What follows belongs to an exercise in optimizing a design on an open flow for small area, a short achievable clock period and few clock cycles per item; a production flow would make more cautious choices.
The RTL was checked by simulation tests, not by an equivalence proof against the original design.

Setup of 07-08:
Design oscen_biquad, start of the top module:
module oscen_biquad (
    input  wire        clk,
    input  wire        rst,
    input  wire        in_valid,
    output wire        in_ready,
    input  wire [1:0]  in_op,
    input  wire        in_unit,
    input  wire [2:0]  in_sel,
    input  wire [31:0] in_data,
    output reg         out_valid,
    output reg  [31:0] out_data
);
export LEC_CHECK = 0
export ABC_AREA = 1
export CAP_MARGIN = 20
export CORE_MARGIN = 2
export CORE_UTILIZATION = 40
export PLACE_DENSITY = 0.6
export SLEW_MARGIN = 20
create_clock -name core_clock -period 120.0 [get_ports {clk}]
run.sh (not shown) runs the stock make flow with config.mk's settings and CLKGATE_MAP_FILE= SYNTH_SCRIPT=/design/flow/synth_recipe.tcl, a recipe that flattens the netlist after the stock synthesis.
Testbench counts of 07-08, summed over its fixed seeds: cycles 32,424, items 16,000.
#### Input delta (04-12 over 07-08)
--- a/flow/design.v
+++ b/flow/design.v
@@ -1291,14 +1291,14 @@
     wire [23:0] mqF = b_big ? ma : mb;
     wire        spF = b_big ? sb : sa;
     wire [4:0]  dsh = (dF > 8'd27) ? 5'd27 : dF[4:0];
     wire [26:0] wq  = {mqF, 3'b000};
     wire        st  = |(wq & ~(27'h7FFFFFF << dsh));
     wire [26:0] qa  = (wq >> dsh) | {26'd0, st};
-    wire [27:0] sumF = eff_sub ? ({1'b0, mpF, 3'b000} - {1'b0, qa})
-                               : ({1'b0, mpF, 3'b000} + {1'b0, qa});
+    wire [28:0] sumC = {1'b0, mpF, 3'b000, 1'b1} + ({1'b0, qa, eff_sub} ^ {{28{eff_sub}}, 1'b0});
+    wire [27:0] sumF = sumC[28:1];
     reg  [23:0] mF;
     reg         gF, sF;
     reg  [8:0]  erF;
     always @* begin
         if (sumF[27]) begin
             mF = sumF[27:4]; gF = sumF[3]; sF = |sumF[2:0];
@@ -1309,43 +1309,45 @@
         end else begin
             mF = sumF[25:2]; gF = sumF[1]; sF = sumF[0];
             erF = {1'b0, epF} - 9'd1;
         end
     end
     wire        incF = gF & (sF | mF[0]);
-    wire [30:0] magF = {mF[23] ? erF[7:0] : 8'd0, mF[22:0]} + {30'd0, incF};
-    wire        ovfF = (mF[23] && erF >= 9'd255) || magF[30:23] == 8'hFF;
     wire [25:0] dX = {1'b0, ma, 1'b0} - (d_p1 ? {2'b00, mb} : {1'b0, mb, 1'b0});
     wire [25:0] dY = {1'b0, mb, 1'b0} - (d_m1 ? {2'b00, ma} : {1'b0, ma, 1'b0});
     wire        useY = d_m1 | (d_eq & dX[25]);
     wire [24:0] dN  = useY ? dY[24:0] : dX[24:0];
     wire [7:0]  epN = useY ? xb : xa;
     wire        spN = useY ? sb : sa;
     wire [24:0] lim = (epN <= 8'd24) ? (25'h1000000 >> (epN - 8'd1)) : 25'd0;
     wire [4:0]  lz;
     fp_lzc28 lzn (.x({dN | lim, 3'b000}), .n(lz));
     wire [24:0] nN  = dN << lz;
     wire [8:0]  erN = {1'b0, epN} - {4'd0, lz};
     wire [30:0] magN0 = {nN[24] ? erN[7:0] : 8'd0, nN[23:1]};
-    wire [30:0] magN1 = {dN[24] ? epN : 8'd0, dN[23:1]} + {30'd0, dN[0] & dN[1]};
-    wire [30:0] magN  = (lz == 5'd0) ? magN1 : magN0;
+    wire [30:0] magN1 = {dN[24] ? epN : 8'd0, dN[23:1]};
+    wire        incN  = (lz == 5'd0) & dN[0] & dN[1];
+    wire [30:0] pre = near ? ((lz == 5'd0) ? magN1 : magN0)
+                           : {mF[23] ? erF[7:0] : 8'd0, mF[22:0]};
+    wire [30:0] mag = pre + {30'd0, near ? incN : incF};
+    wire        ovfF = (mF[23] && erF >= 9'd255) || mag[30:23] == 8'hFF;
     always @* begin
         if (a_nan || b_nan || (a_inf && b_inf && eff_sub))
             y = QNAN;
         else if (a_inf)
             y = {sa, 8'hFF, 23'd0};
         else if (b_inf)
             y = {sb, 8'hFF, 23'd0};
         else if (zero)
             y = {sa & sb, 31'd0};
         else if (near)
-            y = {spN, magN};
+            y = {spN, mag};
         else if (ovfF)
             y = {spF, 8'hFF, 23'd0};
         else
-            y = {spF, magF};
+            y = {spF, mag};
     end
 endmodule
 module fp_lzc28 (
     input  wire [27:0] x,
     output wire [4:0]  n
 );
@@ -1386,13 +1388,13 @@
     assign n = a4[1] ? {1'b0, c4[7:4]} : {1'b1, c4[3:0]};
 endmodule
 module oscen_biquad (
     input  wire        clk,
     input  wire        rst,
     input  wire        in_valid,
-    output wire        in_ready,
+    output reg         in_ready,
     input  wire [1:0]  in_op,
     input  wire        in_unit,
     input  wire [2:0]  in_sel,
     input  wire [31:0] in_data,
     output reg         out_valid,
     output reg  [31:0] out_data
@@ -1420,13 +1422,12 @@
     reg        u2, u3;
     reg [31:0] r0, r1, r2;
     wire pr1 = v1 && (op1 == OP_PROCESS);
     wire rs1 = v1 && (op1 == OP_RESET);
     wire sc1 = v1 && (op1 == OP_SETCOEF);
     reg rst_r;
-    assign in_ready = ~pr1 & ~rst_r;
     wire [33:0] xn, yy, yn;
     fp_unpack ux (.x(d1),     .u(xn));
     fp_unpack uy (.x(y1[u2]), .u(yy));
     assign yn = {y1z[u2] ? 2'b01 : yy[33:32], yy[31:0]};
     wire [31:0] pa, pb, pc;
     fp32_mul mA (.a(pv2 ? a1[u2] : b0[u1]), .b(pv2 ? yn : xn),         .y(pa));
@@ -1435,12 +1436,13 @@
     wire [31:0] s, t;
     fp32_add adA (.a(r0), .b(r1), .sub(pv3), .y(s));
     fp32_add adB (.a(s),  .b(r2), .sub(pv3), .y(t));
     integer k;
     always @(posedge clk) begin
         rst_r <= rst;
+        in_ready <= ~rst & ~(in_valid & in_ready & (in_op == OP_PROCESS));
         if (rst) begin
             v1        <= 1'b0;
             pv2       <= 1'b0;
             pv3       <= 1'b0;
             out_valid <= 1'b0;
         end else begin
--- outcome ---
No stage failed in 04-12, and the final checks on the layout all came back clean.
First-pass GRT wire length, 07-08 and 04-12: smaller value in 04-12
Taking 04-12 as 1.0, 07-08 lands at 0.916 on number of buffers inserted during clock tree synthesis.
Count of sequential standard cells: 07-08 vs 04-12 — no meaningful difference
04-12 has synthesized area divided by synthesized cell count above what 07-08 had.
Diff 07-08 -> 04-12: minimum clock period after layout decreased by 0.79 ns relative to the old numbers, count of cells along the worst register-to-register path increased by 23 relative to the old numbers, sequential fraction of total cell area increased by 0.68 points relative to the old numbers.
For sequential cell area, 07-08 and 04-12 come out practically identical.
Testbench counts of 04-12, summed over its fixed seeds: cycles 32,424, items 16,000.

[port drivers added, routing unchanged]
In the flow no input, the clock included, has a driving cell. The finished layouts below were timed again as built, in two steps.
Step 1: set_driving_cell puts a clkbuf_16 on clk and a buf_2 on each other input, an assumption about the parent block.
Step 2, shift: input delay + t, output delay - t, t = (earliest + latest rising clock arrival at the registers) / 2. This alone moves slack from input paths to output paths.
Three values: ideal ports, drivers, drivers and shift; two values: the first two.
run | t (ns) | setup slack, ns | clock arrival spread, ns | worst register clock-pin slew, ns | cell pins on the clock port's net
07-08 | 0.726 | 93.330 / 93.275 / 93.975 | 0.077 / 0.077 | 0.08 / 0.08 | 1
04-12 | 0.748 | 94.119 / 94.047 / 94.681 | 0.030 / 0.029 | 0.08 / 0.08 | 1
After both steps setup and hold are still met in every run listed.
